Context: an optimization exercise on an open-source flow, tuned for small area, a short achievable clock period and few clock cycles. The choices shown serve that exercise and are no tape-out recipe. Function was checked by simulation only, so behaviour that the tests miss may differ from the original. Power is estimated from default activity; no workload was simulated.

==> design/flow/config.mk <==
export PLATFORM = sky130hd
export DESIGN_NAME = tgui_blit
export DESIGN_NICKNAME = tgui_blit
export VERILOG_FILES = /design/flow/design.v
export SDC_FILE = /design/flow/constraint.sdc
export NUM_CORES = 4
export LEC_CHECK = 0
export ABC_AREA = 1
export CAP_MARGIN = 20
export CORE_MARGIN = 2
export CORE_UTILIZATION = 55
export PLACE_DENSITY = 0.7
export SETUP_SLACK_MARGIN = 5
export SLEW_MARGIN = 20
==> design/flow/standard.sh <==
#!/bin/bash
# synth_recipe.tcl (not shown) runs the flow's synth.tcl, then flattens the netlist and writes it again
# the make line also repeats each setting of config.mk as NAME=value (left out here)
make -C /OpenROAD-flow-scripts/flow DESIGN_CONFIG=/design/flow/config.mk WORK_HOME=/design/flow/orfs CLKGATE_MAP_FILE= SYNTH_SCRIPT=/design/flow/synth_recipe.tcl "${@:-finish}"
==> design/flow/constraint.sdc <==
create_clock -name core_clock -period 12.0 [get_ports {clk}]
set_input_delay 2.4000 -clock core_clock [delete_from_list [all_inputs] [get_ports {clk}]]
set_output_delay 2.4000 -clock core_clock [all_outputs]
set_load 0.01 [all_outputs]
==> design/flow/design.v <==
module tgui_blit (
    input             clk,
    input             rst,
    input             cmd_valid,
    input      [7:0]  cmd_code,
    input      [7:0]  cmd_rop,
    input      [15:0] cmd_flags,
    input      [31:0] cmd_fg,
    input      [31:0] cmd_bg,
    input      [15:0] cmd_dst_x,
    input      [15:0] cmd_dst_y,
    input      [15:0] cmd_src_x,
    input      [15:0] cmd_src_y,
    input      [15:0] cmd_size_x,
    input      [15:0] cmd_size_y,
    input      [15:0] cmd_clip_left,
    input      [15:0] cmd_clip_top,
    input      [15:0] cmd_clip_right,
    input      [15:0] cmd_clip_bottom,
    input      [9:0]  cmd_rowoffset,
    input      [1:0]  cmd_bpp,
    input             pat_we,
    input      [5:0]  pat_addr,
    input      [7:0]  pat_data,
    output            busy,
    output            mem_req,
    output            mem_we,
    output     [19:0] mem_addr,
    output     [1:0]  mem_size,
    output     [31:0] mem_wdata,
    input             mem_ready,
    input             mem_rvalid,
    input      [31:0] mem_rdata
);
    localparam F_SRCPAT    = 1;
    localparam F_SRCDISP   = 2;
    localparam F_PATMONO   = 5;
    localparam F_SRCMONO   = 6;
    localparam F_YNEG      = 8;
    localparam F_XNEG      = 9;
    localparam F_YMAJ      = 10;
    localparam F_TRANSENA  = 12;
    localparam F_TRANSREV  = 13;
    localparam F_SOLIDFILL = 14;
    localparam P_IDLE  = 2'd0;
    localparam P_SETUP = 2'd1;
    localparam P_RUN   = 2'd2;
    localparam M_BLT  = 2'd0;    
    localparam M_LINE = 2'd1;    
    localparam M_VEC  = 2'd2;    
    localparam SRC_DISP  = 2'd0;
    localparam SRC_PAT   = 2'd1;    
    localparam SRC_CONST = 2'd2;    
    localparam E_FREE = 3'd0;
    localparam E_WS   = 3'd1;       
    localparam E_ND   = 3'd2;       
    localparam E_WD   = 3'd3;       
    localparam E_NW   = 3'd4;       
    localparam E_OW   = 3'd5;       
    reg [1:0] phase;
    reg [7:0] pat_mem [0:63];
    always @(posedge clk)
        if (pat_we)
            pat_mem[pat_addr] <= pat_data;
    reg [1:0]  mode;
    reg [1:0]  srcm;
    reg        usedst;
    reg        trans_on, transrev, solid, patmono, srcmono;
    reg        xneg, yneg, ymaj, vxen, vyen;
    reg [7:0]  rop_s;
    reg [31:0] fg_s, bg_s;
    reg [1:0]  sh;
    reg        em1, em2;                 
    reg        tr_fg, tr_bg, tr_cst, thz;    
    reg        xz;                       
    reg [15:0] clip_l, clip_t, clip_r, clip_b;
    reg [15:0] x0;
    reg [15:0] k1_s, k2_s;
    reg [19:0] stepA, stepB;
    reg [9:0]  ro_n;
    reg [3:0]  mcnt;
    reg        first_setup;
    reg signed [17:0] dx, dy;
    reg [14:0] xcnt, xrel, ycnt;
    reg signed [31:0] err;
    reg [19:0] dst_a, src_a;        
    reg [1:0]  q_cnt;
    reg        q_hd, q_tl;
    reg [19:0] q_dst0, q_dst1, q_src0, q_src1;
    reg [7:0]  q_pb0, q_pb1;
    reg        q_tr0, q_tr1;
    reg        skip_r, stop_r;
    reg [8:0]  e_st_v;
    reg [59:0] e_dst_v;
    reg [95:0] e_dat_v;
    reg [23:0] e_pb_v;
    reg [1:0] tq0, tq1, tq2;
    reg [1:0] tcnt;
    reg        o_req, o_we;
    reg [1:0]  o_slot;
    reg [19:0] o_addr;
    reg [31:0] o_wdata;
    wire [1:0]  in_sh   = (cmd_bpp == 2'd0) ? 2'd0 : (cmd_bpp == 2'd1) ? 2'd1 : 2'd2;
    wire        in_use_src = (((cmd_rop & 8'h33) ^ ((cmd_rop >> 2) & 8'h33)) != 8'h00);
    wire        in_use_dst = (((cmd_rop ^ (cmd_rop >> 1)) & 8'h55) != 8'h00);
    wire        in_line = (cmd_code == 8'h04);
    wire        in_vec  = (cmd_code == 8'h05) || (cmd_code == 8'h06);
    wire [2:0]  in_dir  = cmd_flags[10:8];
    wire        in_xneg = in_vec ? (in_dir == 3'd3 || in_dir == 3'd4 || in_dir == 3'd5) : cmd_flags[F_XNEG];
    wire        in_yneg = in_vec ? (in_dir == 3'd1 || in_dir == 3'd2 || in_dir == 3'd3) : cmd_flags[F_YNEG];
    wire        in_vxen = !in_vec || !(in_dir == 3'd2 || in_dir == 3'd6);
    wire        in_vyen = !in_vec || !(in_dir == 3'd0 || in_dir == 3'd4);
    wire [19:0] in_xb   = {17'd0, in_sh == 2'd2, in_sh == 2'd1, in_sh == 2'd0};
    wire [19:0] in_xdb  = in_xneg ? (20'd0 - in_xb) : in_xb;
    wire [19:0] in_ro8  = {7'd0, cmd_rowoffset, 3'd0};
    wire [19:0] in_yb   = in_yneg ? (20'd0 - in_ro8) : in_ro8;
    wire [14:0] in_szx  = cmd_size_x[15] ? 15'd0 : cmd_size_x[14:0];
    wire [14:0] in_szy  = cmd_size_y[15] ? 15'd0 : cmd_size_y[14:0];
    wire [31:0] in_em   = (in_sh == 2'd0) ? 32'h000000ff : (in_sh == 2'd1) ? 32'h0000ffff : 32'hffffffff;
    wire [31:0] in_tcol = cmd_flags[F_TRANSREV] ? cmd_fg : cmd_bg;
    wire        in_trfg = (((cmd_fg ^ in_tcol) & in_em) == 32'd0);
    wire        in_trbg = (((cmd_bg ^ in_tcol) & in_em) == 32'd0);
    wire        in_tz   = ((in_tcol & in_em) == 32'd0);
    wire        in_thz  = ((in_tcol[31:8] & in_em[31:8]) == 24'd0);
    wire [9:0] ro_a = (cmd_rowoffset[9:2] == 8'd0) ? {cmd_rowoffset[1:0], 8'd0} : cmd_rowoffset;
    wire [3:0] sh_a = (cmd_rowoffset[9:2] == 8'd0) ? 4'd8 : 4'd0;
    wire [9:0] ro_b = (ro_a[9:6] == 4'd0) ? {ro_a[5:0], 4'd0} : ro_a;
    wire [3:0] sh_b = sh_a + ((ro_a[9:6] == 4'd0) ? 4'd4 : 4'd0);
    wire [9:0] ro_c = (ro_b[9:8] == 2'd0) ? {ro_b[7:0], 2'd0} : ro_b;
    wire [3:0] sh_c = sh_b + ((ro_b[9:8] == 2'd0) ? 4'd2 : 4'd0);
    wire [9:0] ro_d = (ro_c[9] == 1'b0) ? {ro_c[8:0], 1'b0} : ro_c;
    wire [3:0] sh_d = sh_c + ((ro_c[9] == 1'b0) ? 4'd1 : 4'd0);
    wire [3:0] in_mcnt = (cmd_rowoffset == 10'd0) ? 4'd0 : (4'd10 - sh_d);
    function [31:0] mix;
        input [7:0]  rop;
        input [31:0] d, p, s;
        integer i;
        begin
            for (i = 0; i < 32; i = i + 1)
                mix[i] = rop[{p[i], s[i], d[i]}];
        end
    endfunction
    wire [31:0] emask = {{16{em2}}, {8{em1}}, 8'hff};
    function [31:0] patv;
        input [7:0] pb;
        input       sol, mono;
        input [31:0] fg, bg;
        begin
            patv = sol ? fg : mono ? (pb[0] ? fg : bg) : {24'd0, pb};
        end
    endfunction
    wire [31:0] sconst   = srcmono ? bg_s : 32'd0;
    wire [31:0] tcol_m   = (transrev ? fg_s : bg_s) & emask;
    wire        need_rd  = (srcm == SRC_DISP) || usedst;
    wire        running  = (phase == P_RUN);
    wire        row_end = xz;
    wire [2:0]  pat_px   = dx[2:0];
    wire [2:0]  pat_py   = dy[2:0];
    wire [7:0]  pat_byte = pat_mem[{pat_py, patmono ? 3'd0 : pat_px}];
    wire [7:0]  pb_cur   = patmono ? {7'd0, pat_byte[3'd7 - pat_px]} : pat_byte;
    wire [7:0]  tcol8    = transrev ? fg_s[7:0] : bg_s[7:0];
    wire        pat_tr   = solid ? tr_fg : patmono ? (pb_cur[0] ? tr_fg : tr_bg) : (thz && (pat_byte == tcol8));
    wire signed [17:0] cl18 = {{2{clip_l[15]}}, clip_l};
    wire signed [17:0] cr18 = {{2{clip_r[15]}}, clip_r};
    wire signed [17:0] ct18 = {{2{clip_t[15]}}, clip_t};
    wire signed [17:0] cb18 = {{2{clip_b[15]}}, clip_b};
    wire x_lo      = (dx < cl18);
    wire x_hi      = (dx > cr18);
    wire y_lo      = (dy < ct18);
    wire y_hi      = (dy > cb18);
    wire clip_ok   = !x_lo && !x_hi && !y_lo && !y_hi;
    wire far_y     = (y_hi && (!yneg || !vyen)) || (y_lo && (yneg || !vyen));
    wire far_x     = (x_hi && (!xneg || !vxen)) || (x_lo && (xneg || !vxen));
    wire w_stop    = far_y || ((mode != M_BLT) && far_x);
    wire w_skip    = (mode == M_BLT) && !row_end && (y_lo || y_hi || far_x);
    wire stop_now  = stop_r;
    wire skip_now  = skip_r && !row_end;
    wire trans_cur = trans_on && (srcm != SRC_DISP) && ((srcm == SRC_PAT) ? pat_tr : tr_cst);
    reg  [2:0] e_val, e_nw, e_nd, e_hz;
    integer j;
    always @* begin
        for (j = 0; j < 3; j = j + 1) begin
            e_val[j] = (e_st_v[3*j +: 3] != E_FREE);
            e_nw[j]  = (e_st_v[3*j +: 3] == E_NW);
            e_nd[j]  = (e_st_v[3*j +: 3] == E_ND);
            e_hz[j]  = e_val[j] && !((e_st_v[3*j +: 3] == E_OW) && mem_ready) &&
                       ((e_dst_v[20*j +: 20] == p_dst) ||
                        ((srcm == SRC_DISP) && (e_dst_v[20*j +: 20] == p_src)));
        end
    end
    wire       any_free  = !(&e_val);
    wire [1:0] free_i    = !e_val[0] ? 2'd0 : !e_val[1] ? 2'd1 : 2'd2;
    wire [1:0] nw_i      = e_nw[0] ? 2'd0 : e_nw[1] ? 2'd1 : 2'd2;
    wire [1:0] nd_i      = e_nd[0] ? 2'd0 : e_nd[1] ? 2'd1 : 2'd2;
    wire       p_val     = (q_cnt != 2'd0);
    wire [19:0] p_dst    = q_hd ? q_dst1 : q_dst0;
    wire [19:0] p_src    = q_hd ? q_src1 : q_src0;
    wire [7:0]  p_pb     = q_hd ? q_pb1  : q_pb0;
    wire        p_tr     = q_hd ? q_tr1  : q_tr0;
    wire       p_ok      = p_val && !p_tr && any_free && !(|e_hz);
    wire        rv     = mem_rvalid && (tcnt != 2'd0);
    wire [1:0]  rt     = tq0;
    wire [2:0]  rt_st  = e_st_v[3*rt +: 3];
    wire        rt_ws  = (rt_st == E_WS);
    wire [31:0] rdm    = mem_rdata & emask;
    wire        rt_tr  = trans_on && (rdm == tcol_m);
    wire        rv_w   = rv && (rt_ws ? !usedst : 1'b1);
    wire        rv_d   = rv && rt_ws && usedst;
    wire        rv_sq  = rt_ws && rt_tr;
    wire [7:0]  m_pb   = need_rd ? e_pb_v[8*rt +: 8] : p_pb;
    wire [31:0] m_p    = patv(m_pb, solid, patmono, fg_s, bg_s);
    wire [31:0] m_s    = (srcm == SRC_DISP) ? (rt_ws ? rdm : e_dat_v[32*rt +: 32]) :
                         (srcm == SRC_PAT)  ? m_p : sconst;
    wire [31:0] m_out  = mix(rop_s, rdm, m_p, m_s) & emask;
    wire hold     = o_req && !mem_ready;
    wire sel_rvw  = !hold && rv_w;
    wire sel_nw   = !hold && !rv_w && (|e_nw);
    wire sel_rvd  = !hold && !rv_w && !(|e_nw) && rv_d;
    wire sel_nd   = !hold && !rv_w && !(|e_nw) && !rv_d && (|e_nd);
    wire sel_p    = !hold && !rv_w && !(|e_nw) && !rv_d && !(|e_nd) && p_ok && need_rd;
    wire alloc_w  = p_ok && !need_rd;           
    wire p_take   = sel_p || alloc_w;
    wire p_pop    = p_take || (p_val && p_tr);   
    wire adv      = running && !stop_now && !skip_now && (q_cnt != 2'd2);
    wire p_load   = adv && clip_ok;
    assign mem_req   = o_req;
    assign mem_we    = o_we;
    assign mem_addr  = o_addr;
    assign mem_size  = sh;
    assign mem_wdata = o_wdata;
    reg  [2:0] ev;                       
    assign busy = (phase != P_IDLE) || p_val || (|ev);
    wire taken    = o_req && mem_ready;
    wire rd_taken = taken && !o_we;
    wire        err_ge  = !err[31];
    wire        last    = (mode == M_BLT) ? (row_end && ycnt == 15'd0) : (ycnt == 15'd0);
    wire        use_b   = (mode == M_BLT) ? row_end : (mode == M_LINE) ? err_ge : 1'b1;
    wire        mvx     = (mode == M_LINE) ? (err_ge || !ymaj) : vxen;
    wire        mvy     = (mode == M_LINE) ? (err_ge || ymaj)  : vyen;
    wire signed [17:0] dx_n = dx + (xneg ? -18'sd1 : 18'sd1);
    wire signed [17:0] dy_n = dy + (yneg ? -18'sd1 : 18'sd1);
    wire        setup_fin = (mcnt == 4'd0);
    wire [19:0] y8   = {dy[16:0], 3'd0};
    wire [19:0] sy8  = {k1_s[15], k1_s, 3'd0};
    wire [19:0] xs   = {{2{dx[17]}}, dx} << sh;
    wire [19:0] sxs  = {{4{k2_s[15]}}, k2_s} << sh;
    wire [19:0] xcs  = {5'd0, xcnt} << sh;
    wire        s_inv = skip_now && xneg;
    wire [19:0] stp  = skip_now ? (xcs ^ {20{xneg}}) : use_b ? stepB : stepA;
    wire [19:0] da_a = running ? dst_a : setup_fin ? dst_a : {dst_a[18:0], 1'b0};
    wire [19:0] da_b = running ? stp   : setup_fin ? xs    : (ro_n[9] ? y8 : 20'd0);
    wire [19:0] sa_a = running ? src_a : setup_fin ? src_a : {src_a[18:0], 1'b0};
    wire [19:0] sa_b = running ? stp   : setup_fin ? sxs   : (ro_n[9] ? sy8 : 20'd0);
    wire [19:0] da_n = da_a + da_b + {19'd0, running && s_inv};
    wire [19:0] sa_n = sa_a + sa_b + {19'd0, running && s_inv};
    wire [19:0] xrs  = {5'd0, xrel} << sh;
    wire [19:0] xdb  = xneg ? (20'd0 - {17'd0, sh == 2'd2, sh == 2'd1, sh == 2'd0})
                            : {17'd0, sh == 2'd2, sh == 2'd1, sh == 2'd0};
    wire        q2_inv = (mode == M_BLT) && !xneg;
    wire [19:0] q2   = (mode == M_BLT) ? (xrs ^ {20{q2_inv}}) : vxen ? xdb : 20'd0;
    reg [8:0] e_st_n;
    integer k;
    always @* begin
        e_st_n = e_st_v;
        for (k = 0; k < 3; k = k + 1) begin
            if (taken && o_we && o_slot == k)
                e_st_n[3*k +: 3] = E_FREE;
            if (sel_nw && nw_i == k)
                e_st_n[3*k +: 3] = E_OW;
            if (sel_nd && nd_i == k)
                e_st_n[3*k +: 3] = E_WD;
            if (rv && rt == k) begin
                if (rt_ws)
                    e_st_n[3*k +: 3] = rt_tr ? E_FREE : sel_rvw ? E_OW : sel_rvd ? E_WD :
                                       usedst ? E_ND : E_NW;
                else
                    e_st_n[3*k +: 3] = sel_rvw ? E_OW : E_NW;
            end
            if (p_take && free_i == k)
                e_st_n[3*k +: 3] = (srcm == SRC_DISP) ? E_WS : usedst ? E_WD : E_NW;
        end
    end
    integer i;
    always @(posedge clk) begin
        if (rst) begin
            phase  <= P_IDLE;
            e_st_v <= 9'd0;
            ev     <= 3'd0;
            tcnt   <= 2'd0;
            q_cnt  <= 2'd0;
            q_hd   <= 1'b0;
            q_tl   <= 1'b0;
            o_req  <= 1'b0;
        end else begin
            if (rv) begin
                tq0 <= tq1;
                tq1 <= tq2;
            end
            if (rd_taken) begin
                case (tcnt - (rv ? 2'd1 : 2'd0))
                2'd0: tq0 <= o_slot;
                2'd1: tq1 <= o_slot;
                default: tq2 <= o_slot;
                endcase
            end
            tcnt <= tcnt + (rd_taken ? 2'd1 : 2'd0) - (rv ? 2'd1 : 2'd0);
            if (!hold) begin
                o_req <= ((sel_rvw || sel_rvd) && !rv_sq) || sel_nw || sel_nd || sel_p;
                o_we  <= sel_rvw || sel_nw;
                if (sel_rvw || sel_rvd) begin
                    o_slot <= rt;
                    o_addr <= e_dst_v[20*rt +: 20];
                end else if (sel_nw) begin
                    o_slot <= nw_i;
                    o_addr <= e_dst_v[20*nw_i +: 20];
                end else if (sel_nd) begin
                    o_slot <= nd_i;
                    o_addr <= e_dst_v[20*nd_i +: 20];
                end else begin
                    o_slot <= free_i;
                    o_addr <= (srcm == SRC_DISP) ? p_src : p_dst;
                end
                o_wdata <= sel_rvw ? m_out : e_dat_v[32*nw_i +: 32];
            end
            e_st_v <= e_st_n;
            for (i = 0; i < 3; i = i + 1) begin
                ev[i] <= (e_st_n[3*i +: 3] != E_FREE);
                if (rv && rt == i)
                    e_dat_v[32*i +: 32] <= (rt_ws && usedst) ? rdm : m_out;
                if (p_take && free_i == i) begin
                    e_dst_v[20*i +: 20] <= p_dst;
                    e_pb_v[8*i +: 8]    <= p_pb;
                    e_dat_v[32*i +: 32] <= m_out;
                end
            end
            if (adv) begin
                if (q_tl) begin
                    q_dst1 <= dst_a;
                    q_src1 <= src_a;
                    q_pb1  <= pb_cur;
                    q_tr1  <= trans_cur;
                end else begin
                    q_dst0 <= dst_a;
                    q_src0 <= src_a;
                    q_pb0  <= pb_cur;
                    q_tr0  <= trans_cur;
                end
            end
            if (p_load)
                q_tl <= !q_tl;
            if (p_pop)
                q_hd <= !q_hd;
            q_cnt <= q_cnt + (p_load ? 2'd1 : 2'd0) - (p_pop ? 2'd1 : 2'd0);
            case (phase)
            P_IDLE: begin
                if (cmd_valid && !busy) begin
                    rop_s    <= cmd_rop;
                    fg_s     <= cmd_fg;
                    bg_s     <= cmd_bg;
                    sh       <= in_sh;
                    em1      <= (in_sh != 2'd0);
                    em2      <= (in_sh == 2'd2);
                    tr_fg    <= in_trfg;
                    tr_bg    <= in_trbg;
                    tr_cst   <= cmd_flags[F_SRCMONO] ? in_trbg : in_tz;
                    thz      <= in_thz;
                    xz       <= (in_szx == 15'd0);
                    clip_l   <= cmd_clip_left;
                    clip_t   <= cmd_clip_top;
                    clip_r   <= cmd_clip_right;
                    clip_b   <= cmd_clip_bottom;
                    x0       <= cmd_dst_x;
                    dx       <= {{2{cmd_dst_x[15]}}, cmd_dst_x};
                    dy       <= {{2{cmd_dst_y[15]}}, cmd_dst_y};
                    k1_s     <= cmd_src_y;
                    k2_s     <= cmd_src_x;
                    err      <= {{16{cmd_size_x[15]}}, cmd_size_x};
                    xrel     <= in_szx;
                    xcnt     <= in_szx;
                    ycnt     <= (cmd_code == 8'h03) ? 15'd0 : in_szy;
                    usedst   <= in_use_dst;
                    transrev <= cmd_flags[F_TRANSREV];
                    srcmono  <= cmd_flags[F_SRCMONO];
                    patmono  <= cmd_flags[F_PATMONO] && !(in_line || in_vec);
                    solid    <= cmd_flags[F_SOLIDFILL] || in_line || in_vec;
                    trans_on <= (cmd_code == 8'h01) && cmd_flags[F_TRANSENA];
                    xneg     <= in_xneg;
                    yneg     <= in_yneg;
                    ymaj     <= cmd_flags[F_YMAJ];
                    vxen     <= in_vxen;
                    vyen     <= in_vyen;
                    stepA    <= (in_line && cmd_flags[F_YMAJ]) ? in_yb : in_xdb;
                    stepB    <= in_vyen ? in_yb : 20'd0;
                    ro_n     <= ro_d;
                    mcnt     <= in_mcnt;
                    first_setup <= 1'b1;
                    skip_r   <= 1'b0;
                    stop_r   <= 1'b0;
                    dst_a    <= 20'd0;
                    src_a    <= 20'd0;
                    mode     <= in_line ? M_LINE : in_vec ? M_VEC : M_BLT;
                    srcm     <= SRC_PAT;
                    case (cmd_code)
                    8'h01: begin
                        if (cmd_flags[F_SRCDISP]) begin
                            srcm  <= SRC_DISP;
                            phase <= P_SETUP;
                        end else if (cmd_flags[F_SRCPAT]) begin
                            phase <= P_SETUP;
                        end else if (!in_use_src) begin
                            srcm  <= SRC_CONST;
                            phase <= P_SETUP;
                        end
                    end
                    8'h03: begin
                        if (cmd_flags[F_SRCDISP] || !cmd_flags[F_SRCPAT])
                            srcm <= SRC_DISP;
                        phase <= P_SETUP;
                    end
                    8'h04, 8'h05, 8'h06:
                        phase <= P_SETUP;
                    default: ;
                    endcase
                end
            end
            P_SETUP: begin
                first_setup <= 1'b0;
                if (first_setup)
                    stepB <= stepB + q2 + {19'd0, q2_inv};
                dst_a <= da_n;
                src_a <= sa_n;
                ro_n  <= {ro_n[8:0], 1'b0};
                mcnt  <= mcnt - 4'd1;
                if (setup_fin)
                    phase <= P_RUN;
            end
            P_RUN: begin
                if (stop_now)
                    phase <= P_IDLE;
                else if (skip_now) begin
                    dst_a  <= da_n;
                    src_a  <= sa_n;
                    xcnt   <= 15'd0;
                    xz     <= 1'b1;
                    skip_r <= 1'b0;
                end else if (adv) begin
                    skip_r <= w_skip;
                    stop_r <= w_stop;
                    dst_a <= da_n;
                    src_a <= sa_n;
                    if (mode == M_BLT) begin
                        xcnt <= row_end ? xrel : xcnt - 15'd1;
                        xz   <= row_end ? (xrel == 15'd0) : (xcnt == 15'd1);
                        if (row_end) begin
                            dx   <= {{2{x0[15]}}, x0};
                            dy   <= dy_n;
                            ycnt <= ycnt - 15'd1;
                        end else
                            dx <= dx_n;
                    end else begin
                        ycnt <= ycnt - 15'd1;
                        if (mvx) dx <= dx_n;
                        if (mvy) dy <= dy_n;
                        if (mode == M_LINE)
                            err <= err + (err_ge ? {{16{k2_s[15]}}, k2_s} : {{16{k1_s[15]}}, k1_s});
                    end
                    if (last)
                        phase <= P_IDLE;
                end
            end
            default: ;
            endcase
        end
    end
endmodule
==> design/flow/flow/run.sh <==
#!/bin/bash
set -euo pipefail
bash standard.sh SETUP_SLACK_MARGIN=8.5 "BUFFER_PORTS_ARGS=-buffer_cell sky130_fd_sc_hd__buf_2" finish > layout_make.log 2>&1
==> results.txt, run 1 <==
Vias 69,103; combinational share of power 0.404; pwr/cell area 185 nW/µm²; WHS 0.477 ns; initial antenna violation count 12; placed cells 10,043; final instance area 91,800 µm²; top_reg_cell synth edfxtp_1; layout cell share with drive strength beyond 1 0.226; Hold Path Class reg -> reg; post-synth cell types 72; M1 GR Usage 0.502; routability congestion estimate 0.994; synthesized flop and latch total 1,283; largest net degree at the start of global routing 96; post-detail-place hpwl 160,000 µm; RSZ-0062 raised after global routing true; Clock Root Buffer clkbuf_16; met3 Use GR 0.0884; clock slew at reported path FFs 0.07 ns; post-route clock period utilization 0.368; kind of start point of the critical path flip-flop; most used routing layer met2; Final setup violation count 0; Pint 0.0104 W; mapped cell area 72,900 µm²; Crit-path slowest cell edfxtp_1; # IOs 377; status finished with violations; Slew headroom -0.351; dpl cell area 76,200 µm²; Clock Sink Count 1,283; drt first pass iters 11; Worst EP arrival 4.95 ns; Post-Layout Cell Count 10,808; detailed-route DRC error count 0; fin crit period 4.42 ns; nets@finish 9,466; post-synth net total 8,747; Core Util, Final 0.697; Filler Cells Inserted 9,600; Post-Route WL 279,000 µm; number of cells on the worst reg-to-reg path 28; crit path kind reg -> reg; post-route setup TNS 0 ns; Area growth syn-to-layout 25.8%; CTS tree built; gr ovfl total 0; Seq pwr share 0.338; Pleak 36.6 nW; DIE HEIGHT 368 µm; CP required 12.53 ns; hold path depth 0; core box area 132,000 µm²; M2 GR Usage 0.561; worst stage delay on the critical path 0.50 ns; Final Slew Violations 11; Violated Checks max-capacitance violations, max-slew violations; Post-synth EDFFs 1,262; YS warnings 1; Worst-Skew Late Latency 0.83 ns; Max clock buf depth 3; num rows 133; Sw Ratio 0.390; CTS Buf Count 142; sequential fraction of the synthesis area 0.525; Post-Syn Instances 8,216; FMAX 0.226 GHz; Die W 368 µm; port bufs 370; largest fanout on the critical path 4; Final ANT Viol Nets 0; DRT iter0 DRCs 10,866; Routed WL per cell 25.8 µm; vias in the first global route 61,134; worst-margin pin slew 2.02 ns; DR vias/cell 6.39; Clk pwr share 0.258; P_sw 0.00663 W; all-layer global routing usage 0.370; CTS H-tree lvls 4; final hold vios 0; Starting Density 0.554; Peak VDD IR 171 µV; ys async rst share 0; area of the die 136,000 µm²; first-pass GRT wire length 379,000 µm; clock skew 0.0525 ns; Max-cap violations 1; syn_area_per_cell 8.88 µm²; Crit. End Element flip-flop
==> worst max-delay path, delay by kind of cell, from the launching register on <==
family	cells	cell delay, ns
adder cells (fa/ha/maj)	1	0.28
buffers and inverters	7	0.86
AO/OA/AOI/OAI	7	1.20
AND/OR/NAND/NOR	13	1.29
flip-flops	1	0.50
==> placed cells by master, fill, tap and decap left out, types with 133 or more instances in the layout <==
cell          n
nand2_1    2030
edfxtp_1   1262
nand3_1     662
inv_1       603
o21ai_0     504
a21oi_1     372
buf_2       354
nor2_1      332
buf_4       326
o211ai_1    180
ha_1        175
o21ai_1     168
clkbuf_16   165
xor2_1      157
nand2_2     133
==> synth_stat cells (9+ instances only) <==
| cell type | count | area share |
|---|---|---|
| clkinv_1 | 25 | 0.0013 |
| ha_1 | 202 | 0.035 |
| o211ai_1 | 180 | 0.019 |
| inv_1 | 657 | 0.034 |
| nor2_1 | 421 | 0.022 |
| clkbuf_1 | 237 | 0.012 |
| nand4_1 | 52 | 0.0045 |
| a221oi_1 | 14 | 0.0017 |
| a21boi_0 | 14 | 0.0014 |
| a311oi_1 | 11 | 0.0013 |
| or2_2 | 25 | 0.0021 |
| o22ai_1 | 106 | 0.0091 |
| o31ai_1 | 9 | 0.00093 |
| buf_1 | 31 | 0.0016 |
| o2111ai_1 | 18 | 0.0022 |
| o21bai_1 | 9 | 0.00093 |
| a21oi_1 | 438 | 0.030 |
| edfxtp_1 | 1262 | 0.52 |
| xnor2_1 | 41 | 0.0049 |
| buf_2 | 106 | 0.0073 |
| o221ai_1 | 21 | 0.0025 |
| nor3_1 | 72 | 0.0049 |
| a21oi_2 | 11 | 0.0013 |
| nand2_2 | 12 | 0.0010 |
| inv_2 | 38 | 0.0020 |
| nor3b_1 | 10 | 0.0010 |
| buf_4 | 14 | 0.0014 |
| o21a_1 | 25 | 0.0026 |
| o21ai_1 | 112 | 0.0077 |
| o21ai_2 | 27 | 0.0032 |
| dfxtp_1 | 21 | 0.0058 |
| nor4_1 | 42 | 0.0036 |
| nand3_1 | 736 | 0.050 |
| fa_1 | 9 | 0.0025 |
| a31oi_1 | 44 | 0.0038 |
| nand2_1 | 2199 | 0.11 |
| xor2_1 | 167 | 0.020 |
| o21ai_0 | 648 | 0.044 |
| nand3_2 | 18 | 0.0025 |
| a211oi_1 | 32 | 0.0033 |
==> through the flow <==
step / setup slack, ns / total power [W]
2_1_floorplan: 5.43 / 0.00887
3_3_place_gp: 5.98 / 0.0103
3_5_place_dp: 5.95 / 0.0104
4_1_cts: 7.77 / 0.0156
5_1_grt: 7.44 / 0.0175
6_report: 7.58 / 0.0170
==> registers in the layout (all words and copies together), names as in the netlist, 18 cells and up <==
| name | flops |
|---|---|
| q_dst1 | 20 |
| pat_mem | 512 |
| dst_a | 20 |
| q_src0 | 20 |
| q_dst0 | 20 |
| stepB | 20 |
| q_src1 | 20 |
| dx | 18 |
| e_dst_v | 60 |
| o_addr | 20 |
| e_dat_v | 96 |
| dy | 18 |
| src_a | 20 |
| e_pb_v | 24 |
| o_wdata | 32 |
| bg_s | 32 |
| err | 32 |
| fg_s | 32 |
==> path summary, 6_finish.rpt <==
| check | startpoint | end | slack, ns |
|---|---|---|---|
| setup / recovery | mode[1] | dst_a[14] | 7.58 |
| hold / removal | src_a[15] | q_src0[15] | 0.48 |
| setup reg to reg | mode[1] | dst_a[14] | 7.58 |
| hold reg to reg | src_a[15] | q_src0[15] | 0.48 |
==> what timing repair did <==
| action | CTS | global route |
|---|---|---|
| hold buffers | 0 | 0 |
| cloned | 60 | 51 |
| setup buffers | 237 | 155 |
| setup endpoints to repair | 1354 | 817 |
| resized for setup | 812 | 677 |
| pin swaps | 137 | 280 |
==> cell families (layout without fill, tap and decap cells) <==
family | after synthesis | after routing | share of synthesized area
fa+ha+maj | 211 | 211 | 0.0371
other cells | 0 | 5 | 0
xor+xnor | 208 | 208 | 0.0250
simple gates | 3624 | 3655 | 0.210
flops | 1283 | 1283 | 0.525
buf+inv | 1117 | 1918 | 0.0609
mux | 8 | 8 | 0.00120
compound gates | 1765 | 1765 | 0.141
==> layer usage <==
metal	share of wire	routed length, µm
met4	0.068	19000
met5	0.0012	341
met1	0.36	101000
met2	0.44	122000
met3	0.13	37400
==> final cells by class <==
type	count	area [µm²]	area share
Sequential cell	1283	38300	0.418
Multi-Input combinational cell	5847	34900	0.380
Timing Repair Buffer	924	8640	0.0942
Clock buffer	182	3760	0.0409
Inverter	721	2980	0.0325
Tap cell	1755	2200	0.0239
Clock inverter	75	863	0.00940
Timing Repair inverter	16	156	0.00170
Antenna cell	5	12.5	0.000136
==> power groups by stage <==
| stage | Sequential [W] | Clock, W | Combinational, W |
|---|---|---|---|
| final | 0.00574 | 0.00439 | 0.00687 |
| after global routing | 0.00576 | 0.00457 | 0.00716 |
| after CTS | 0.00571 | 0.00438 | 0.00552 |
| after detailed placement | 0.00581 | 0 | 0.00457 |
| after global placement | 0.00580 | 0 | 0.00449 |
| after floorplan | 0.00580 | 0 | 0.00307 |
Testbench counts, summed over its fixed seeds: cycles 298,733.
==> run 2, diff against run 1 <==
==> design/flow/flow/run.sh (replaced) <==
#!/bin/bash
set -euo pipefail
bash standard.sh SETUP_SLACK_MARGIN=7.5 "BUFFER_PORTS_ARGS=-buffer_cell sky130_fd_sc_hd__buf_2" finish > layout_make.log 2>&1
==> results.txt, run 2 <==
area of the die 136,000 µm² (unchanged); total power draw 0.0151 W (-11%); Peak VDD IR 142 µV (-17%); ys async rst share 0 (unchanged); Worst Setup SP phase[1]; final antenna diode count 0 (-5); port bufs 370 (unchanged); post-route clock period utilization 0.372 (+0.00344); synthesized flop and latch total 1,283 (unchanged); CP required 9.60 ns (-2.93 ns); layout cell share with drive strength beyond 1 0.117 (-0.109); first-pass GRT wire length 354,000 µm (-6.4%); kind of start point of the critical path flip-flop; FMAX 0.224 GHz (-0.93%); sequential fraction of the synthesis area 0.525 (unchanged); Max-cap violations 0 (-1); mapped cell area 72,900 µm² (unchanged); nets@finish 9,036 (-4.5%); detailed-route DRC error count 0 (unchanged); Worst-Skew Late Latency 0.80 ns (-0.03 ns); # hold bufs at CTS 0 (unchanged); vias in the first global route 57,832 (-5.4%); Synth area leaders edfxtp_1 52%, nand2_1 11%, nand3_1 5.0%; Core Util, Final 0.625 (-0.0722); Pleak 33.0 nW (-9.8%); Die W 368 µm (unchanged); Post-Syn Instances 8,216 (unchanged); syn_area_per_cell 8.88 µm² (unchanged); Post-synth EDFFs 1,262 (unchanged); RSZ-0062 raised after global routing true; Post-Route WL 242,000 µm (-13%); Routed WL per cell 23.4 µm (-9.4%); Starting Density 0.554 (unchanged); Largest register FFs 512 (unchanged); all-layer global routing usage 0.343 (-0.0266); Crit. End Element output pin; gr ovfl total 0 (unchanged); core box area 132,000 µm² (unchanged); clock skew 0.0633 ns (+0.0108 ns); Top reg by flops pat_mem; Worst EP arrival 2.06 ns (-2.89 ns); most common cell after layout, fill and taps aside nand2_1; post-detail-place hpwl 162,000 µm (+1.1%); most frequent cells in the layout 2,192 x nand2_1, 1,262 x edfxtp_1, 735 x nand3_1, 642 x inv_1, 638 x o21ai_0; largest fanout on the critical path 3 (-1); Vias 63,351 (-8.3%); crit path capture busy; top cells by instance count after synthesis 2,199 x nand2_1, 1,262 x edfxtp_1, 736 x nand3_1; num rows 133 (unchanged); Synth top area share 0.519 (unchanged); area leader, netlist edfxtp_1; Post-Layout Cell Count 10,368 (-4.1%); post-synth net total 8,747 (unchanged); DRT iter0 DRCs 8,874 (-18%); routability congestion estimate 1.01 (+1.2%); DR vias/cell 6.11 (-4.4%); Largest regs pat_mem x512, e_dat_v x96, e_dst_v x60; post-route setup TNS 0 ns (unchanged); WHS 0.472 ns (-0.00489 ns); Final setup violation count 0 (unchanged); clock slew at reported path FFs 0.07 ns (about the same); top_reg_cell synth edfxtp_1; crit path kind reg -> out; CTS Buf Count 141 (-0.70%); CTS tree built; largest net degree at the start of global routing 199 (+110%); CTS H-tree lvls 4 (unchanged); most numerous cell in the Yosys netlist nand2_1; Hold Path Class reg -> reg; final hold vios 0 (unchanged); Max clock buf depth 3 (unchanged); pwr/cell area 183 nW/µm² (-1.0%); fin crit period 4.46 ns (+0.0413 ns); Area growth syn-to-layout 12.8%; flop2flop setup slack 7.62 ns (+0.04 ns); Final ANT Viol Nets 0 (unchanged); Final Slew Violations 0 (-11); critical register-to-register path startpoint mode[1]; DIE HEIGHT 368 µm (unchanged); post-synth cell types 72 (unchanged); Clock Root Buffer clkbuf_16; R2R Path End src_a[19]; number of cells on the worst reg-to-reg path 25 (-11%); worst-margin pin slew 1.07 ns (-0.955 ns); YS warnings 1 (unchanged); # IOs 377 (unchanged); Clock Sink Count 1,283 (unchanged); drt first pass iters 9 (-2); Slew headroom 0.289 (+0.641); status finished clean; initial antenna violation count 13 (+1); placed cells 10,043 (unchanged)
[run 2: cell counts after synthesis]
Identical to the previous run, type by type.
[run 2: power breakdown]
group	switching, W	leakage (nW)	internal [W]
Clock	0.00189	2.24	0.00247
Combinational	0.00354	19.1	0.00145
Sequential	0.000208	11.6	0.00551
Total	0.00564	33.0	0.00944
[run 2: worst min path at each step]
stage / start / end / slack (ns) / cells past startpoint
2_1_floorplan: dst_a[0] / q_dst0[0] / 0.45 / 0
3_3_place_gp: src_a[15] / q_src1[15] / 0.45 / 0
3_5_place_dp: src_a[15] / q_src1[15] / 0.46 / 0
4_1_cts: dst_a[2] / q_dst0[2] / 0.47 / 0
5_1_grt: src_a[15] / q_src0[15] / 0.49 / 0
6_report: src_a[15] / q_src1[15] / 0.47 / 0
[run 2: logic make-up (layout without fill, tap and decap cells)]
kind of cell	count (synthesis)	in the layout	synth area share
compound gates	1765	1765	0.141
buf+inv	1117	1507	0.0609
flops	1283	1283	0.525
fa+ha+maj	211	211	0.0371
mux	8	8	0.00120
xor+xnor	208	208	0.0250
simple gates	3624	3631	0.210
[run 2: repair_timing]
action	4_1_cts	5_1_grt
buffers inserted	23	32
cloned	9	10
pin swaps	10	22
setup endpoints to repair	427	395
gates resized for setup	117	81
[run 2: worst max-delay path, cell delays in order, from the launching register on]
cell and delay, ns:
dfxtp_1 0.37, inv_2 0.11, ha_4 0.18, clkinvlp_4 0.14
nor2_2 0.14, nand3_2 0.15, buf_6 0.18
[run 2: area by class of cell]
type	instances	area [µm²]
clock buffers	158	3640
repair buffers	530	3530
multi-input cells	5823	30800
well taps	1755	2200
repair inverters	5	32.5
fillers	10924	49300
inverters	721	2810
flip-flops and latches	1283	38300
clock inverters	93	975
[run 2: stage by stage]
step | setup slack (ns) | instance area [µm²]
after floorplan | 5.43 | 73000
after global placement | 5.84 | 76200
after detailed placement | 5.83 | 76200
after CTS | 7.41 | 81500
after global routing | 7.35 | 82300
final | 7.54 | 82300
[run 2: routing by layer]
| metal | vias up | track usage | wire (µm) |
|---|---|---|---|
| li1 | 29321 | - | - |
| met1 | 29702 | 0.491 | 97800 |
| met2 | 3758 | 0.522 | 108000 |
| met3 | 554 | 0.0660 | 27700 |
| met4 | 16 | 0.122 | 9100 |
| met5 | - | 0 | 98 |
==> run 3, diff against run 2 <==
--- a/design/flow/design.v
+++ b/design/flow/design.v
@@ -101,3 +101,3 @@
     reg [19:0] o_addr;
-    reg [31:0] o_wdata;
+    reg [1:0]  o_size;
     wire [1:0]  in_sh   = (cmd_bpp == 2'd0) ? 2'd0 : (cmd_bpp == 2'd1) ? 2'd1 : 2'd2;
@@ -118,2 +118,4 @@
     wire [14:0] in_szy  = cmd_size_y[15] ? 15'd0 : cmd_size_y[14:0];
+    wire [19:0] in_xrs  = {5'd0, in_szx} << in_sh;
+    wire [19:0] in_q2   = in_vec ? (in_vxen ? in_xdb : 20'd0) : (in_xrs ^ {20{!in_xneg}});
     wire [31:0] in_em   = (in_sh == 2'd0) ? 32'h000000ff : (in_sh == 2'd1) ? 32'h0000ffff : 32'hffffffff;
@@ -228,4 +230,4 @@
     assign mem_addr  = o_addr;
-    assign mem_size  = sh;
-    assign mem_wdata = o_wdata;
+    assign mem_size  = o_size;
+    assign mem_wdata = e_dat_v[32*o_slot +: 32];
     reg  [2:0] ev;                       
@@ -255,3 +257,2 @@
     wire [19:0] sa_n = sa_a + sa_b + {19'd0, running && s_inv};
-    wire [19:0] xrs  = {5'd0, xrel} << sh;
     wire [19:0] xdb  = xneg ? (20'd0 - {17'd0, sh == 2'd2, sh == 2'd1, sh == 2'd0})
@@ -259,3 +260,3 @@
     wire        q2_inv = (mode == M_BLT) && !xneg;
-    wire [19:0] q2   = (mode == M_BLT) ? (xrs ^ {20{q2_inv}}) : vxen ? xdb : 20'd0;
+    wire [19:0] q2   = (mode == M_LINE) ? xdb : err[19:0];
     reg [8:0] e_st_n;
@@ -322,3 +323,2 @@
                 end
-                o_wdata <= sel_rvw ? m_out : e_dat_v[32*nw_i +: 32];
             end
@@ -360,2 +360,3 @@
                     sh       <= in_sh;
+                    o_size   <= in_sh;
                     em1      <= (in_sh != 2'd0);
@@ -376,3 +377,3 @@
                     k2_s     <= cmd_src_x;
-                    err      <= {{16{cmd_size_x[15]}}, cmd_size_x};
+                    err      <= in_line ? {{16{cmd_size_x[15]}}, cmd_size_x} : {12'd0, in_q2};
                     xrel     <= in_szx;
==> design/flow/flow/run.sh (replaced) <==
#!/bin/bash
set -euo pipefail
bash standard.sh SETUP_SLACK_MARGIN=8 "BUFFER_PORTS_ARGS=-buffer_cell sky130_fd_sc_hd__buf_2" finish > layout_make.log 2>&1
==> results.txt, run 3 <==
syn_area_per_cell 8.77 µm² (-1.2%); worst slack, placed 5.61 ns (-0.217 ns); routability congestion estimate 0.963 (-4.2%); Filler Cells Inserted 10,540 (-3.5%); Post-Syn Instances 8,161 (-0.67%); top_reg_cell synth edfxtp_1; CTS H-tree lvls 4 (unchanged); WHS Endpoint q_src1[0]; crit path kind reg -> out; combinational share of power 0.352 (+0.021); mapped cell area 71,600 µm² (-1.9%); Die W 365 µm (-0.93%); worst hold path startpoint src_a[0]; Sw Ratio 0.378 (+0.00426); Clock Root Buffer clkbuf_16; most frequent CP cell buf_12; final hold vios 0 (unchanged); Worst Setup SP o_slot[1]; critical register-to-register path startpoint err[31]; worst path cell trace inv_2 -> nor2_4 -> buf_12 -> clkinvlp_4 -> buf_12 -> o211ai_1 -> buf_2; fin crit period 4.82 ns (+0.356 ns); first-pass GRT wire length 365,000 µm (+3.0%); kind of start point of the critical path flip-flop; CTS Buf Count 137 (-2.8%); CP Buf/Inv Count 5 (+2); pwr/cell area 179 nW/µm² (-2.2%); Area growth syn-to-layout 17.3%; R2R Path End src_a[14]; DIE HEIGHT 365 µm (-0.93%); Largest regs pat_mem x512, e_dat_v x96, e_dst_v x60; Largest register FFs 512 (unchanged); nets@finish 9,149 (+1.3%); Post-Route WL 254,000 µm (+4.6%); Pleak 33.6 nW (+1.8%); # hold bufs at CTS 0 (unchanged); post-detail-place hpwl 164,000 µm (+1.1%); Synth top area share 0.516 (-0.00353); WHS 0.482 ns (+0.00983 ns); post-route clock period utilization 0.401 (+0.0297); port bufs 370 (unchanged); ys async rst share 0 (unchanged); clock slew at reported path FFs 0.07 ns (about the same); sequential fraction of the synthesis area 0.522 (-0.00342); num rows 132 (-0.75%); vias in the first global route 58,575 (+1.3%); Worst EP arrival 2.42 ns (+0.36 ns); worst-margin pin slew 1.16 ns (+0.0964 ns); largest fanout on the critical path 12 (+9); Seq pwr share 0.364 (-0.015); flop2flop setup slack 7.76 ns (+0.14 ns); most numerous cell in the Yosys netlist nand2_1; YS warnings 1 (unchanged); CP required 9.60 ns (about the same); top cell family by delay on the critical path buffers and inverters; Worst-Skew Late Latency 0.82 ns (+0.02 ns); status finished clean; detailed-route DRC error count 0 (unchanged); Slew headroom 0.226 (-0.0635); P_sw 0.00570 W (+0.95%); Synth area leaders edfxtp_1 52%, nand2_1 11%, o21ai_0 5.3%; top cells by instance count after synthesis 2,075 x nand2_1, 1,230 x edfxtp_1, 754 x o21ai_0; Peak VDD IR 159 µV (+12%); CTS tree built; # IOs 377 (unchanged); area leader, netlist edfxtp_1; most common cell after layout, fill and taps aside nand2_1; Hold Path Class reg -> reg; gr ovfl total 0 (unchanged); Vias 64,851 (+2.4%); Routed WL per cell 24.2 µm (+3.5%); Max-cap violations 0 (unchanged); Final WS setup 7.18 ns (-0.356 ns); Pint 0.00936 W (-0.86%); area of the die 133,000 µm² (-1.8%); Final ANT Viol Nets 0 (unchanged); initial antenna violation count 20 (+7); core box area 129,000 µm² (-1.8%); Clock Sink Count 1,251 (-2.5%); worst stage delay on the critical path 0.51 ns (+0.14 ns); clock skew 0.0558 ns (-0.00750 ns); Final setup violation count 0 (unchanged); Max clock buf depth 3 (unchanged); Final Slew Violations 0 (unchanged); synthesized flop and latch total 1,251 (-2.5%); Crit-path slowest cell edfxtp_1; largest net degree at the start of global routing 168 (-16%); Clk pwr share 0.284 (-0.005); Post-Layout Cell Count 10,475 (+1.0%); FMAX 0.208 GHz (-7.4%); placed cells 9,981 (-0.62%); post-route setup TNS 0 ns (unchanged); Top reg by flops pat_mem; Post-synth EDFFs 1,230 (-2.5%); number of cells on the worst reg-to-reg path 27 (+8.0%); layout cell share with drive strength beyond 1 0.142 (+0.0246); DRT iter0 DRCs 9,348 (+5.3%); most frequent cells in the layout 2,040 x nand2_1, 1,230 x edfxtp_1, 736 x nand3_1, 709 x o21ai_0, 653 x inv_1; Crit. End Element output pin; Starting Density 0.554 (-0.000642); drt first pass iters 12 (+3); DR vias/cell 6.19 (+1.3%); post-synth cell types 72 (unchanged); hold path depth 0 (unchanged); post-synth net total 8,692 (-0.63%); RSZ-0062 raised after global routing true; all-layer global routing usage 0.366 (+0.0226)
## run 3: changes by cell type in the layout (fill, tap and decap cells not counted), sizes merged, moves of 14 or more
cell,change
o22ai,+14
o21ai,+48
nor2,+66
nor3,-14
nand2,-130
a211oi,+14
a21oi,+33
bufbuf,+15
buf,+138
o211ai,-45
edfxtp,-32
## run 3: logic make-up after synthesis
family / share of synthesized area
AO/OA/AOI/OAI: 0.145
adder cells (fa/ha/maj): 0.0378
buffers and inverters: 0.0612
XOR/XNOR: 0.0258
multiplexers: 0.00140
AND/OR/NAND/NOR: 0.206
flip-flops: 0.522
## run 3: how the worst max path moves through the flow
stage	to	slack, ns	cells past startpoint
3_3_place_gp	e_dst_v[46]	5.70	11
4_1_cts	mem_wdata[1]	7.21	7
3_5_place_dp	e_dst_v[46]	5.61	11
5_1_grt	mem_wdata[22]	7.18	7
6_report	mem_wdata[11]	7.18	7
2_1_floorplan	bg_s[0]	5.46	3
## run 3: final cells by class
cell class	instances	area, µm²	area share
timing repair buffer	685	5450	0.0649
tap	1742	2180	0.0260
sequential	1251	37400	0.445
multi-input combinational	5816	31500	0.375
antenna	8	20.0	0.000238
inverter	719	2910	0.0346
clock buffer	156	3510	0.0418
timing repair inverter	8	57.6	0.000685
clock inverter	90	1020	0.0121
## run 3: routing by layer
metal  part of all wire  up-vias  track usage
li1                   -    29513            -
met1               0.39    30351        0.503
met2               0.44     4230        0.556
met3               0.13      741       0.0892
met4              0.047       16        0.150
met5            0.00044        -            0
## run 3: timing repair
item / 4_1_cts / 5_1_grt
pin swaps: 62 / 104
cloned: 38 / 11
resized for setup: 333 / 210
endpoints found under the setup margin: 791 / 595
hold endpoints to repair: 0 / 0
buffers inserted: 114 / 77
## run 3: through the flow
stage / instance area (µm²) / utilization / total power (W)
2_1_floorplan: 71600 / - / 0.00841
3_3_place_gp: 74900 / 0.579 / 0.00974
3_5_place_dp: 74900 / 0.579 / 0.00984
4_1_cts: 82300 / 0.636 / 0.0146
5_1_grt: 84000 / 0.649 / 0.0156
6_report: 84000 / 0.649 / 0.0151
## run 3: power by group through the flow
stage | Combinational, W | Sequential [W] | Clock, W
floorplan | 0.00289 | 0.00552 | 0
detailed placement | 0.00427 | 0.00557 | 0
global placement | 0.00418 | 0.00556 | 0
global route | 0.00565 | 0.00551 | 0.00445
CTS | 0.00484 | 0.00548 | 0.00429
finish | 0.00530 | 0.00549 | 0.00427
Testbench counts of run 3, summed over its fixed seeds: cycles 298,733.
==> run 4, diff against run 3 <==
--- a/design/flow/config.mk
+++ b/design/flow/config.mk
@@ -11,2 +11,3 @@
 export CORE_UTILIZATION = 55
+export CTS_BUF_LIST = sky130_fd_sc_hd__clkbuf_8
 export PLACE_DENSITY = 0.7
==> results.txt, run 4 <==
status finished clean; post-detail-place hpwl 164,000 µm (unchanged); DIE HEIGHT 365 µm (unchanged); RSZ-0062 raised after global routing true; Vias 65,319 (+0.72%); Max clock buf depth 3 (unchanged); Worst Setup SP o_slot[1]; Hold Path Class reg -> reg; Final WS setup 7.01 ns (-0.173 ns); final instance area 83,900 µm² (-0.11%); Final setup violation count 0 (unchanged); sequential fraction of the synthesis area 0.522 (unchanged); port bufs 370 (unchanged); Crit. End Element output pin; num rows 132 (unchanged); Final ANT Viol Nets 0 (unchanged); worst stage delay on the critical path 0.52 ns (about the same); Post-synth EDFFs 1,230 (unchanged); Top reg by flops pat_mem; syn_area_per_cell 8.77 µm² (unchanged); Final Slew Violations 0 (unchanged); flop2flop setup slack 7.82 ns (+0.06 ns); clock skew 0.0650 ns (+0.00919 ns); worst slack, placed 5.61 ns (unchanged); core box area 129,000 µm² (unchanged); post-route clock period utilization 0.416 (+0.0144); post-route setup TNS 0 ns (unchanged); post-synth cell types 72 (unchanged); CTS Buf Count 210 (+53%); nets@finish 9,248 (+1.1%); final hold vios 0 (unchanged); # IOs 377 (unchanged); Filler Cells Inserted 10,653 (+1.1%); Crit-path slowest cell edfxtp_1; all-layer global routing usage 0.366 (about the same); DRT iter0 DRCs 9,476 (+1.4%); layout cell share with drive strength beyond 1 0.151 (+0.00907); post-synth net total 8,692 (unchanged); total power draw 0.0145 W (-3.4%); dpl cell area 74,900 µm² (unchanged); Routed WL per cell 23.9 µm (-1.4%); largest net degree at the start of global routing 168 (unchanged); clock slew at reported path FFs 0.07 ns (about the same); CP required 9.60 ns (about the same); # hold bufs at CTS 0 (unchanged); detailed-route DRC error count 0 (unchanged); kind of start point of the critical path flip-flop; vias in the first global route 59,157 (+0.99%); hold path depth 0 (unchanged); Area growth syn-to-layout 17.2%; mapped cell area 71,600 µm² (unchanged); Post-Route WL 254,000 µm (about the same); pwr/cell area 173 nW/µm² (-3.3%); YS warnings 1 (unchanged); Largest regs pat_mem x512, e_dat_v x96, e_dst_v x60; CTS tree built; gr ovfl total 0 (unchanged); Die W 365 µm (unchanged); top_reg_cell synth edfxtp_1; Worst-Skew Late Latency 1.00 ns (+0.18 ns); crit path kind reg -> out; most frequent cells in the layout 2,044 x nand2_1, 1,230 x edfxtp_1, 741 x nand3_1, 720 x inv_1, 698 x o21ai_0; Slew headroom 0.0624 (-0.163); critical register-to-register path startpoint phase[0]; routability congestion estimate 0.963 (unchanged); Post-Syn Instances 8,161 (unchanged); CTS H-tree lvls 4 (unchanged); DR vias/cell 6.14 (-0.78%); most common cell after layout, fill and taps aside nand2_1; area leader, netlist edfxtp_1; most numerous cell in the Yosys netlist nand2_1; FMAX 0.200 GHz (-3.5%); Synth top area share 0.516 (unchanged); Pleak 33.9 nW (+0.96%); first-pass GRT wire length 365,000 µm (about the same); Max-cap violations 0 (unchanged); Starting Density 0.554 (unchanged); initial antenna violation count 22 (+10%); top cell family by delay on the critical path buffers and inverters; Peak VDD IR 130 µV (-19%); top cells by instance count after synthesis 2,075 x nand2_1, 1,230 x edfxtp_1, 754 x o21ai_0; CP Buf/Inv Count 5 (unchanged); worst path cell trace inv_2 -> nor2_4 -> buf_12 -> clkinvlp_4 -> buf_12 -> o211ai_1 -> buf_2; R2R Path End src_a[14]; fin crit period 4.99 ns (+0.173 ns); largest fanout on the critical path 12 (unchanged); most frequent CP cell buf_12; Clock Sink Count 1,251 (unchanged); area of the die 133,000 µm² (unchanged); Largest register FFs 512 (unchanged); worst hold path startpoint dst_a[19]; synthesized flop and latch total 1,251 (unchanged); worst-margin pin slew 1.40 ns (+0.240 ns); Synth area leaders edfxtp_1 52%, nand2_1 11%, o21ai_0 5.3%; WHS Endpoint q_dst0[19]; number of cells on the worst reg-to-reg path 26 (-3.7%); drt first pass iters 7 (-5); Worst EP arrival 2.59 ns (+0.17 ns); Clock Root Buffer clkbuf_8; ys async rst share 0 (unchanged)
-- run 4: cell count changes in the layout (fill, tap and decap cells not counted), moves of 7 or more --
cell,previous run,this run
inv_1,653,720
clkbuf_16,144,8
clkinv_1,39,56
o21ai_0,709,698
a21oi_2,20,37
clkbuf_8,2,214
clkbuf_1,18,0
buf_4,217,245
nor2_1,441,448
a21oi_1,452,437
o21ai_2,24,31
-- run 4: cells by family (layout without fill, tap and decap cells) --
| kind of cell | after synthesis | in the layout | share of synthesized area |
|---|---|---|---|
| compound gates | 1833 | 1833 | 0.145 |
| xor+xnor | 211 | 211 | 0.0258 |
| fa+ha+maj | 211 | 211 | 0.0378 |
| buf+inv | 1110 | 1818 | 0.0612 |
| flops | 1251 | 1251 | 0.522 |
| mux | 10 | 10 | 0.00140 |
| other cells | 0 | 9 | 0 |
| simple gates | 3535 | 3549 | 0.206 |
-- run 4: worst reg2reg max path, cell delays in order (launching register included) --
cell      delay, ns
dfxtp_2        0.35
inv_2          0.06
buf_4          0.13
buf_4          0.13
ha_4           0.18
buf_4          0.15
buf_4          0.17
buf_6          0.18
a31oi_4        0.16
a21oi_2        0.07
fa_2           0.43
fa_2           0.39
nand3_2        0.09
nand2_2        0.06
nand2_1        0.06
nand2_1        0.07
a21oi_2        0.17
nor2_1         0.07
nor2_1         0.15
o21bai_2       0.12
nand2_1        0.08
nand2_1        0.06
a21oi_2        0.17
o21ai_2        0.09
a21boi_2       0.16
nand2_1        0.06
nor3b_1        0.13
-- run 4: per-stage QoR --
stage | hold slack (ns) | util | cells
floorplan | 0.444 | - | 8161
global placement | 0.454 | 0.579 | 9980
detailed placement | 0.462 | 0.579 | 9981
CTS | 0.482 | 0.633 | 10509
global route | 0.515 | 0.649 | 10629
finish | 0.485 | 0.649 | 10634
-- run 4: power by group --
| part | total, W | internal [W] | leakage (nW) | switching (W) |
|---|---|---|---|---|
| Sequential | 0.00549 | 0.00529 | 11.3 | 0.000197 |
| Clock | 0.00374 | 0.00186 | 2.29 | 0.00188 |
| Combinational | 0.00531 | 0.00171 | 20.3 | 0.00359 |
| Total | 0.0145 | 0.00887 | 33.9 | 0.00567 |
-- run 4: worst max path at each step --
stage	endpoint	slack [ns]	cells after the start
floorplan	bg_s[0]	5.46	3
global route	mem_wdata[11]	6.97	7
detailed placement	e_dst_v[46]	5.61	11
CTS	mem_wdata[1]	7.00	7
finish	mem_wdata[22]	7.01	7
global placement	e_dst_v[46]	5.70	11
-- run 4: area by class of cell --
type / instances / area [µm²] / share of cell area
Tap cell: 1742 / 2180 / 0.0260
Clock buffer: 214 / 2950 / 0.0351
Clock inverter: 164 / 1110 / 0.0133
Sequential cell: 1251 / 37400 / 0.445
Antenna cell: 9 / 22.5 / 0.000268
Timing Repair Buffer: 713 / 5760 / 0.0687
Inverter: 719 / 2910 / 0.0347
Multi-Input combinational cell: 5814 / 31500 / 0.376
Timing Repair inverter: 8 / 57.6 / 0.000686
-- run 4: layer usage --
| layer | track usage | wire length, µm | part of all wire | up-vias |
|---|---|---|---|---|
| met5 | 0 | 163 | 0.00064 | - |
| met4 | 0.158 | 12400 | 0.049 | 16 |
| met3 | 0.0860 | 32700 | 0.13 | 816 |
| met2 | 0.551 | 111000 | 0.44 | 4380 |
| met1 | 0.506 | 97900 | 0.39 | 30373 |
| li1 | - | - | - | 29734 |
-- run 4: what timing repair did --
action	in CTS	in global routing
endpoints found under the hold margin	0	0
endpoints found under the setup margin	771	449
cloned	41	13
setup buffers	109	103
gates resized for setup	320	243
pin swaps	50	121
==> run 5, diff against run 4 <==
--- a/design/flow/design.v
+++ b/design/flow/design.v
@@ -102,2 +102,3 @@
     reg [1:0]  o_size;
+    reg [31:0] o_wdata;
     wire [1:0]  in_sh   = (cmd_bpp == 2'd0) ? 2'd0 : (cmd_bpp == 2'd1) ? 2'd1 : 2'd2;
@@ -231,5 +232,5 @@
     assign mem_size  = o_size;
-    assign mem_wdata = e_dat_v[32*o_slot +: 32];
-    reg  [2:0] ev;                       
-    assign busy = (phase != P_IDLE) || p_val || (|ev);
+    assign mem_wdata = o_wdata;
+    reg        busy_r;
+    assign busy = busy_r;
     wire taken    = o_req && mem_ready;
@@ -283,2 +284,8 @@
     end
+    wire in_start = ((cmd_code == 8'h01) && (cmd_flags[F_SRCDISP] || cmd_flags[F_SRCPAT] || !in_use_src)) ||
+                    (cmd_code == 8'h03) || in_line || in_vec;
+    wire [1:0] q_cnt_n = q_cnt + (p_load ? 2'd1 : 2'd0) - (p_pop ? 2'd1 : 2'd0);
+    wire walk_n = (phase == P_IDLE)  ? (cmd_valid && !busy && in_start) :
+                  (phase == P_RUN)   ? !(stop_now || (!skip_now && adv && last)) : 1'b1;
+    wire busy_n = walk_n || (q_cnt_n != 2'd0) || (e_st_n != 9'd0);
     integer i;
@@ -288,3 +295,3 @@
             e_st_v <= 9'd0;
-            ev     <= 3'd0;
+            busy_r <= 1'b0;
             tcnt   <= 2'd0;
@@ -308,2 +315,3 @@
             if (!hold) begin
+                o_wdata <= sel_rvw ? m_out : e_dat_v[32*nw_i +: 32];
                 o_req <= ((sel_rvw || sel_rvd) && !rv_sq) || sel_nw || sel_nd || sel_p;
@@ -325,4 +333,4 @@
             e_st_v <= e_st_n;
+            busy_r <= busy_n;
             for (i = 0; i < 3; i = i + 1) begin
-                ev[i] <= (e_st_n[3*i +: 3] != E_FREE);
                 if (rv && rt == i)
@@ -352,3 +360,3 @@
                 q_hd <= !q_hd;
-            q_cnt <= q_cnt + (p_load ? 2'd1 : 2'd0) - (p_pop ? 2'd1 : 2'd0);
+            q_cnt <= q_cnt_n;
             case (phase)
--- a/design/flow/config.mk
+++ b/design/flow/config.mk
@@ -11,3 +11,2 @@
 export CORE_UTILIZATION = 55
-export CTS_BUF_LIST = sky130_fd_sc_hd__clkbuf_8
 export PLACE_DENSITY = 0.7
==> results.txt, run 5 <==
status finished clean; Pleak 35.9 nW (+5.7%); CTS Buf Count 141 (-33%); largest net degree at the start of global routing 184 (+9.5%); Peak VDD IR 188 µV (+45%); Final setup violation count 0 (unchanged); number of cells on the worst reg-to-reg path 27 (+3.8%); area leader, netlist edfxtp_1; Vias 65,284 (-0.054%); clock slew at reported path FFs 0.06 ns (about the same); DRT iter0 DRCs 8,312 (-12%); Hold Path Class reg -> reg; post-synth cell types 69 (-4.2%); drt first pass iters 6 (-1); ys async rst share 0 (unchanged); worst-margin pin slew 1.18 ns (-0.221 ns); gr ovfl total 0 (unchanged); Max-cap violations 0 (unchanged); WHS 0.483 ns (-0.00186 ns); critical register-to-register path startpoint clip_r[5]; most used routing layer met2; M1 GR Usage 0.487 (-0.0183); initial antenna violation count 29 (+32%); Pint 0.00964 W (+8.7%); Worst Setup SP mem_rvalid; Synth top area share 0.512 (-0.00382); Worst EP arrival 4.78 ns (+2.19 ns); worst slack, placed 5.59 ns (-0.0201 ns); RSZ-0062 raised after global routing true; mapped cell area 74,000 µm² (+3.4%); met3 Use GR 0.0792 (-0.00683); most common cell after layout, fill and taps aside nand2_1; Post-Syn Instances 8,508 (+4.3%); total power draw 0.0154 W (+6.0%); Post-synth EDFFs 1,262 (+2.6%); all-layer global routing usage 0.350 (-0.0155); Core Util, Final 0.647 (-0.00129); R2R Path End busy_r; Sw Ratio 0.374 (-0.0153); final hold vios 0 (unchanged); DR vias/cell 6.02 (-2.0%); # hold bufs at CTS 0 (unchanged); CTS tree built; port bufs 370 (unchanged); kind of start point of the critical path input pin; post-route setup TNS 0 ns (unchanged); syn_area_per_cell 8.70 µm² (-0.85%); combinational share of power 0.354 (-0.011); routability congestion estimate 0.970 (+0.66%); Final WS setup 7.64 ns (+0.629 ns); fin crit period 4.36 ns (-0.629 ns); top cells by instance count after synthesis 2,107 x nand2_1, 1,262 x edfxtp_1, 1,018 x inv_1; num rows 134 (+1.5%); M2 GR Usage 0.527 (-0.0240); Area growth syn-to-layout 16.8%; core box area 133,000 µm² (+3.2%); clock skew 0.0368 ns (-0.0282 ns); most numerous cell in the Yosys netlist nand2_1; area of the die 137,000 µm² (+3.3%); synthesized flop and latch total 1,281 (+2.4%); mux share of post-synthesis cell area 0.00176 (+0.000360); Final Slew Violations 0 (unchanged); Filler Cells Inserted 10,796 (+1.3%); post-detail-place hpwl 165,000 µm (+0.66%); Synth Area in Simple Gates 0.191 (-0.0153); most frequent cells in the layout 2,063 x nand2_1, 1,262 x edfxtp_1, 989 x inv_1, 711 x o21ai_0, 510 x nand3_1; pwr/cell area 178 nW/µm² (+2.9%); adder-cell share of the synthesized area 0.0366 (-0.00123); Clk pwr share 0.277 (+0.020); Die W 371 µm (+1.7%); Synth area leaders edfxtp_1 51%, nand2_1 11%, inv_1 5.2%; Slew headroom 0.211 (+0.148); CP required 12.42 ns (+2.82 ns); Seq pwr share 0.369 (-0.009); Routed WL per cell 23.0 µm (-3.7%); Clock Sink Count 1,281 (+2.4%); Starting Density 0.554 (+0.000889); DIE HEIGHT 371 µm (+1.7%); flop2flop setup slack 7.71 ns (-0.11 ns); P_sw 0.00577 W (+1.8%); Compound-Gate Fraction of Synth Area 0.151 (+0.00564); Crit. End Element flip-flop; vias in the first global route 59,993 (+1.4%); top_reg_cell synth edfxtp_1; post-route clock period utilization 0.364 (-0.0524); Worst-Skew Late Latency 0.79 ns (-0.21 ns); Top reg by flops pat_mem; sequential fraction of the synthesis area 0.517 (-0.00455); CTS H-tree lvls 4 (unchanged); Largest register FFs 512 (unchanged); Post-Route WL 249,000 µm (-1.7%); Final ANT Viol Nets 0 (unchanged); Largest regs pat_mem x512, e_dat_v x96, e_dst_v x60; first-pass GRT wire length 364,000 µm (-0.39%); post-synth net total 9,039 (+4.0%); # IOs 377 (unchanged); nets@finish 9,491 (+2.6%); main combinational cell family by area after synthesis simple AND/OR/NAND/NOR gates; FMAX 0.229 GHz (+14%); crit path capture e_dat_v[10]; YS warnings 1 (unchanged); layout cell share with drive strength beyond 1 0.145 (-0.00555); Post-Synth XOR/XNOR Area 0.0265 (+0.000698); Clock Root Buffer clkbuf_16; crit path kind in -> reg; largest fanout on the critical path 64 (+52); Max clock buf depth 3 (unchanged); detailed-route DRC error count 0 (unchanged)
-- run 5: changes by cell type after synthesis, sizes merged, moves of 38 or more --
cell / previous run / this run
inv: 702 / 1030
clkbuf: 243 / 287
nand3: 758 / 543
o221ai: 19 / 66
o22ai: 120 / 82
o211ai: 138 / 205
-- run 5: layer usage --
metal  up-vias  wire [µm]
met1     30627      99700
met4        34      12000
met2      3716     109000
met3       705      28400
li1      30202          -
met5         -        201
-- run 5: worst min path at each step --
| stage | cells after the start | end | from |
|---|---|---|---|
| global placement | 0 | q_src0[18] | src_a[18] |
| CTS | 0 | q_src0[18] | src_a[18] |
| global route | 0 | q_dst0[19] | dst_a[19] |
| finish | 0 | q_dst1[18] | dst_a[18] |
| detailed placement | 0 | q_src0[18] | src_a[18] |
| floorplan | 0 | q_dst0[0] | dst_a[0] |
-- run 5: worst max-delay path, cell delays in order --
cell      delay (ns)
buf_6           0.10
o21ai_4         0.08
clkinv_4        0.09
nand2_4         0.08
nand3_4         0.07
a21oi_4         0.18
nand2_4         0.11
nand2_8         0.11
buf_12          0.11
nand3_4         0.56
a21oi_4         0.35
buf_4           0.47
-- run 5: final cells by class --
cell class	instances	area, µm²	area share
inverter	1050	4100	0.0475
multi-input combinational	5778	32000	0.370
timing repair buffer	702	5270	0.0609
tap	1768	2210	0.0256
timing repair inverter	6	40.0	0.000463
clock inverter	81	792	0.00917
sequential	1281	38300	0.443
clock buffer	173	3720	0.0431
antenna	11	27.5	0.000319
-- run 5: logic make-up (layout without fill, tap and decap cells) --
| family | count (synthesis) | count (layout) |
|---|---|---|
| xor gates and xnor gates | 224 | 224 |
| adders and majority gates | 211 | 211 |
| muxes | 13 | 13 |
| AOI/OAI and AO/OA | 1918 | 1918 |
| other | 0 | 11 |
| and+or+nand+nor | 3408 | 3412 |
| DFF | 1281 | 1281 |
| buffers and inverters | 1453 | 2012 |
-- run 5: power by group through the flow --
stage / Combinational [W] / Clock, W / Sequential (W)
CTS: 0.00505 / 0.00429 / 0.00568
floorplan: 0.00308 / 0 / 0.00575
detailed placement: 0.00459 / 0 / 0.00578
finish: 0.00546 / 0.00426 / 0.00569
global route: 0.00590 / 0.00446 / 0.00571
global placement: 0.00451 / 0 / 0.00578
-- run 5: per-stage QoR --
step	instance area (µm²)	cells
after floorplan	74100	8508
after global placement	77400	10344
after detailed placement	77400	10344
after CTS	84600	10748
after global routing	86400	10844
final	86400	10850
-- run 5: what timing repair did --
item / CTS / global route
setup endpoints to repair: 925 / 565
cloned: 22 / 5
resized for setup: 310 / 226
buffers inserted: 128 / 86
pin swaps: 74 / 102
hold endpoints to repair: 0 / 0
Testbench counts of run 5, summed over its fixed seeds: cycles 298,733.

## re-timing with driven ports
The flow's constraints put no driver on any port. The routed layouts listed below were extracted and timed again, unchanged, in two steps. Step 1 sets driving cells, clkbuf_16 on the clock port and buf_2 on the other inputs (assumed; they add their load-dependent delay and slew). Step 2 also shifts input and output timing later by t, the mid clock arrival at the registers, as if the neighbouring blocks saw the same clock. Slacks: ideal / step 1 / step 2; pairs: ideal / step 1.
run | t, ns | setup slack, ns | worst slew at a driven data input, ns
run 1 | 0.891 | 7.580 / 7.580 / 7.152 | 0.16
run 2 | 0.858 | 7.538 / 7.451 / 6.918 | 0.19
run 3 | 0.873 | 7.182 / 7.102 / 7.116 | 0.28
run 4 | 1.052 | 7.009 / 6.929 / 7.054 | 0.29
run 5 | 0.859 | 7.638 / 7.679 / 6.819 | 0.18
For run 5, which loses most, drivers alone change the setup slack by +0.041 ns; drivers and shift together by -0.819 ns.
